Source: an optimization exercise on an open RTL-to-GDS flow (aim: small area). Production flows keep margins and buffers that such runs may drop.
Only simulation tests tie the RTL to the original design; equivalence was not proved.
Power is estimated from default activity; no workload was simulated.

## alpha
Design rcl57_scan_engine, start of the top module:
module rcl57_scan_engine (
    input  wire        clk,
    input  wire        rst,           
    input  wire        tick,          
    input  wire        host_we,       
    input  wire [7:0]  host_addr,
    input  wire [7:0]  host_wdata,
    output reg  [7:0]  host_rdata,    
    input  wire [4:0]  col_in,        
    output reg  [7:0]  seg_en,        
    output wire [15:0] drv_sr,        
    output wire [15:0] drv_out,       
    output reg         ddl,           
    output wire        trate          
);
Size: about 2,000 cells after synthesis, ~330 flip-flops.
clock: 10.0 ns
lec_check: 0
cap_margin: 20
core_margin: 2
core_utilization: 60
place_density: 0.7
slew_margin: 20
standard.sh (not shown) runs the stock make flow with config.mk's settings and CLKGATE_MAP_FILE= SYNTH_SCRIPT=/design/flow/synth_recipe.tcl, a recipe that flattens the netlist after the stock synthesis.
==> flow/flow/run.sh <==
#!/bin/bash
# Own flow: the standard layout (standard.sh, ORFS from synthesis to the final layout),
# with one change: Yosys's technology mapping runs ABC with an area-oriented script
# (flow/abc.script) instead of ORFS's. Everything else, registers and their names included,
# is the standard synthesis: ORFS's synth.tcl under synth_recipe.tcl.
# The ports get buf_1 buffers, and the clock tree is built of clkbuf_16 without dummy loads.
set -euo pipefail
W=$(pwd)
[[ -f "$W/standard.sh" && -f "$W/synth_recipe.tcl" ]]

# ORFS's synth.tcl with only its abc script replaced
sed 's|^  log_cmd abc {\*}\$abc_args$|  log_cmd abc {*}[lreplace $abc_args 1 1 $::env(OWN_ABC_SCRIPT)]|' \
    "$FLOW_HOME/scripts/synth.tcl" > "$W/own_synth_core.tcl"
grep -q 'OWN_ABC_SCRIPT' "$W/own_synth_core.tcl"
# The standard flow's synthesis script, sourcing that copy
sed 's|^source \$::env(SCRIPTS_DIR)/synth.tcl$|source $::env(OWN_SYNTH_CORE)|' \
    "$W/synth_recipe.tcl" > "$W/own_synth.tcl"
grep -q 'OWN_SYNTH_CORE' "$W/own_synth.tcl"

export OWN_ABC_SCRIPT="$W/flow/abc.script"
export OWN_SYNTH_CORE="$W/own_synth_core.tcl"
bash "$W/standard.sh" SYNTH_SCRIPT="$W/own_synth.tcl" \
    "BUFFER_PORTS_ARGS=-buffer_cell sky130_fd_sc_hd__buf_1" \
    "CTS_ARGS=-sink_clustering_enable -repair_clock_nets -buf_list sky130_fd_sc_hd__clkbuf_16 -sink_clustering_size 30 -sink_clustering_max_diameter 80 -dont_use_dummy_load" \
    finish > "$W/standard_flow.log" 2>&1
==> flow/flow/abc.script <==
strash
&get -n
&deepsyn -T 200
&put
dch
map -a
topo
alpha: PASS, flow complete, no timing, DRC or antenna violations
### alpha -> beta
# alpha
export LEC_CHECK = 0
export CAP_MARGIN = 20
export CORE_MARGIN = 2
export CORE_UTILIZATION = 60
export PLACE_DENSITY = 0.7
export SLEW_MARGIN = 20
create_clock -name core_clock -period 10.0 [get_ports {clk}]
# beta
export LEC_CHECK = 0
export CAP_MARGIN = 20
export CORE_MARGIN = 2
export CORE_UTILIZATION = 45
export PLACE_DENSITY = 0.6
export SLEW_MARGIN = 20
create_clock -name core_clock -period 10.0 [get_ports {clk}]
--- a/flow/flow/run.sh
+++ b/flow/flow/run.sh
@@ -6 +6 @@
-# The ports get buf_1 buffers, and the clock tree is built of clkbuf_16 without dummy loads.
+# The ports get buf_1 buffers, and the clock tree is built of clkbuf_8 without dummy loads.
@@ -24 +24 @@
-    "CTS_ARGS=-sink_clustering_enable -repair_clock_nets -buf_list sky130_fd_sc_hd__clkbuf_16 -sink_clustering_size 30 -sink_clustering_max_diameter 80 -dont_use_dummy_load" \
+    "CTS_ARGS=-sink_clustering_enable -repair_clock_nets -buf_list sky130_fd_sc_hd__clkbuf_8 -sink_clustering_size 15 -sink_clustering_max_diameter 50 -dont_use_dummy_load" \
Notes after the runs:
| setup slack | beta vs alpha | 150 ps higher |. alpha → beta: clock-cell share of area higher, via count lost 667, later-pin clock latency in the skew report up 100 ps, total design power increased by 0.087 mW relative to the old numbers.
Relative to beta, the following input files were edited for gamma:
# beta
export LEC_CHECK = 0
export CAP_MARGIN = 20
export CORE_MARGIN = 2
export CORE_UTILIZATION = 45
export PLACE_DENSITY = 0.6
export SLEW_MARGIN = 20
create_clock -name core_clock -period 10.0 [get_ports {clk}]
# gamma
export LEC_CHECK = 0
export CAP_MARGIN = 10
export CORE_MARGIN = 2
export CORE_UTILIZATION = 60
export PLACE_DENSITY = 0.7
export SLEW_MARGIN = 10
create_clock -name core_clock -period 10.0 [get_ports {clk}]
Notes after the runs:
Reported for beta and gamma, number of hold-repair buffers added at the cts stage turned out identical to the last digit. Changes observed in gamma relative to beta: global-route total usage across every layer picked up an extra 9.2 points; clock-buffer cell count fell by 6. Diff beta -> gamma | worst-case vdd ir drop | increase of about 11%. What gamma reported for first-iteration DRC count has to be multiplied by 0.834 to get the figure for beta. Looking at clock period minus final worst setup slack across both flows, gamma is the stronger of the two, with beta trailing. Reported for beta and gamma, number of flops mapped to enable cells by yosys turned out identical to the last digit. Taking beta as 1.0, gamma lands at 0.948 on total wirelength of the detailed-routed design. Data arrival time of the worst path in gamma is 40 ps below beta. Looking at wire length of the first global-routing pass across both flows, gamma is the stronger of the two, with beta trailing.
For delta, these inputs were changed with respect to gamma:
# gamma
export LEC_CHECK = 0
export CAP_MARGIN = 10
export CORE_MARGIN = 2
export CORE_UTILIZATION = 60
export PLACE_DENSITY = 0.7
export SLEW_MARGIN = 10
create_clock -name core_clock -period 10.0 [get_ports {clk}]
# delta
export LEC_CHECK = 0
export CAP_MARGIN = 20
export CORE_MARGIN = 2
export CORE_UTILIZATION = 60
export GPL_TIMING_DRIVEN = 0
export PLACE_DENSITY = 0.7
export SLEW_MARGIN = 20
create_clock -name core_clock -period 10.0 [get_ports {clk}]
==> results.txt <==
- For gamma and delta, there was not a single run that failed to finish clean.
- delta against gamma: die area shows no meaningful change, fraction of the core area covered by cells at the end of the flow increased 0.48 points, count of non-filler cells in the finished layout shrank by about 0.6%.
- Changes observed in delta relative to gamma: number of cells on the worst reg-to-reg path dropped 3, global-route usage over all layers went down by 3.4 points.
- Across both runs, routed wire length was lower for delta than for gamma.
- Global-route wire length before repair: delta < gamma
- Final weighted congestion in routability-driven placement, gamma and delta, lower one = delta.
- Net switching power: delta lower than gamma
- delta and gamma ended up with roughly the same combinational logic power.
diff inputs: delta => epsilon
# delta
export LEC_CHECK = 0
export CAP_MARGIN = 20
export CORE_MARGIN = 2
export CORE_UTILIZATION = 60
export GPL_TIMING_DRIVEN = 0
export PLACE_DENSITY = 0.7
export SLEW_MARGIN = 20
create_clock -name core_clock -period 10.0 [get_ports {clk}]
# epsilon
export LEC_CHECK = 0
export CAP_MARGIN = 20
export CORE_MARGIN = 2
export CORE_UTILIZATION = 60
export PLACE_DENSITY = 0.7
export SLEW_MARGIN = 20
create_clock -name core_clock -period 10.0 [get_ports {clk}]
==> comparison <==
Across delta and epsilon, none had a timing, DRC or antenna violation. Compared with delta, via count of the first global-routing pass in epsilon increased by a few percent. In epsilon, the end-of-flow core utilization came out 0.50 points below the value in delta. Worst hold slack: epsilon > delta. Measured against each other, delta and epsilon differ in number of cells on the worst reg-to-reg path, the lower figure coming from delta. NOTE final cell count without fillers delta->epsilon increased slightly. [epsilon vs delta] share of final layout cell area taken by non-clock buffers: lower in epsilon. Summary: total detailed-routing wirelength, epsilon worse than delta. epsilon ends up with higher fmax than delta does. Compared epsilon against delta; fraction of power consumed by the clock network within noise. Diff epsilon..delta | total power | negligible.

* * *

== old ==
Another version of the RTL of rcl57_scan_engine (not shown whole).
Size in the first run: ~330 flip-flops, about 75 I/O pins, roughly 18000 um2 of cells after synthesis.
==> flow/config.mk <==
export PLATFORM = sky130hd
export DESIGN_NAME = rcl57_scan_engine
export DESIGN_NICKNAME = rcl57_scan_engine
export VERILOG_FILES = /design/flow/design.v
export SDC_FILE = /design/flow/constraint.sdc
export NUM_CORES = 4
export LEC_CHECK = 0
export CAP_MARGIN = 5
export CORE_MARGIN = 2
export CORE_UTILIZATION = 50
export GPL_TIMING_DRIVEN = 0
export PLACE_DENSITY = 0.6
export SLEW_MARGIN = 5
==> flow/constraint.sdc <==
create_clock -name core_clock -period 10.0 [get_ports {clk}]
set_input_delay 2.0000 -clock core_clock [delete_from_list [all_inputs] [get_ports {clk}]]
set_output_delay 2.0000 -clock core_clock [all_outputs]
set_load 0.01 [all_outputs]
==> flow/flow/run.sh <==
#!/bin/bash
# Own flow: the standard layout (standard.sh, ORFS from synthesis to the final layout),
# with one change: Yosys's technology mapping runs ABC with an area-oriented script
# (flow/abc.script) instead of ORFS's. Everything else, registers and their names included,
# is the standard synthesis: ORFS's synth.tcl under synth_recipe.tcl.
# The ports get buf_1 buffers, and the clock tree is built of clkbuf_8 without dummy loads.
set -euo pipefail
W=$(pwd)
[[ -f "$W/standard.sh" && -f "$W/synth_recipe.tcl" ]]

# ORFS's synth.tcl with only its abc script replaced
sed 's|^  log_cmd abc {\*}\$abc_args$|  log_cmd abc {*}[lreplace $abc_args 1 1 $::env(OWN_ABC_SCRIPT)]|' \
    "$FLOW_HOME/scripts/synth.tcl" > "$W/own_synth_core.tcl"
grep -q 'OWN_ABC_SCRIPT' "$W/own_synth_core.tcl"
# The standard flow's synthesis script, sourcing that copy
sed 's|^source \$::env(SCRIPTS_DIR)/synth.tcl$|source $::env(OWN_SYNTH_CORE)|' \
    "$W/synth_recipe.tcl" > "$W/own_synth.tcl"
grep -q 'OWN_SYNTH_CORE' "$W/own_synth.tcl"

export OWN_ABC_SCRIPT="$W/flow/abc.script"
export OWN_SYNTH_CORE="$W/own_synth_core.tcl"
bash "$W/standard.sh" SYNTH_SCRIPT="$W/own_synth.tcl" \
    "BUFFER_PORTS_ARGS=-buffer_cell sky130_fd_sc_hd__buf_1" \
    "CTS_ARGS=-sink_clustering_enable -repair_clock_nets -buf_list sky130_fd_sc_hd__clkbuf_8 -sink_clustering_size 15 -sink_clustering_max_diameter 50 -dont_use_dummy_load" \
    finish > "$W/standard_flow.log" 2>&1
Scripts as last shown in full above: flow/flow/abc.script
Every stage of old finished as expected; the final checks, on the other hand, flagged capacitance limit, setup timing, which means the layout fails.
Relative to old, the following input files were edited for new:
-- flow/config.mk --
<<< old, line 8
export CAP_MARGIN = 5
>>> new, line 8
export CAP_MARGIN = 20
<<< old, line 10
export CORE_UTILIZATION = 50
export GPL_TIMING_DRIVEN = 0
export PLACE_DENSITY = 0.6
export SLEW_MARGIN = 5
>>> new, line 10
export CORE_UTILIZATION = 60
export PLACE_DENSITY = 0.7
export SLEW_MARGIN = 20
==> results.txt <==
new reached the final stage; the timing, design-rule and antenna checks on its layout passed.
On post-route cell area, new and old are neck and neck.
Lower fraction of the cycle the final worst path needs among new and old: new
Delta(number of vias after detailed routing, new - old) > 0

-- re-timing with driven ports --
The results above use ideal ports. As a check the final layouts listed here were re-extracted and re-timed, cells and wires unchanged. Step 1 assumes that a clkbuf_16 drives the clock port and a buf_2 every other input. Step 2 also shifts input and output timing later by t, the mid clock arrival at the registers, as if the neighbouring blocks saw the same clock. Three values: ideal ports, drivers, drivers and shift; two values: the first two.
run	shift t [ns]	setup WS [ns]	worst hold slack (ns)	clock arrival spread, ns	worst slew at a driven data input, ns
alpha	0.563	2.140 / 2.172 / 1.609	0.500 / 0.500 / 0.500	0.056 / 0.056	0.04
beta	0.652	2.287 / 2.320 / 1.668	0.486 / 0.486 / 0.486	0.109 / 0.109	0.04
gamma	0.662	2.296 / 2.329 / 1.666	0.476 / 0.476 / 0.476	0.069 / 0.069	0.04
delta	0.637	1.320 / 1.344 / 0.706	0.485 / 0.485 / 0.485	0.045 / 0.045	0.03
epsilon	0.665	2.210 / 2.244 / 1.579	0.493 / 0.493 / 0.493	0.056 / 0.056	0.04
old	0.662	-0.148 / -0.131 / -0.793	0.492 / 0.492 / 0.492	0.094 / 0.094	0.09
new	0.611	3.306 / 3.329 / 2.718	0.494 / 0.494 / 0.494	0.095 / 0.095	0.06
For old, which loses most, drivers alone change the setup slack by +0.017 ns; drivers and shift together by -0.645 ns.
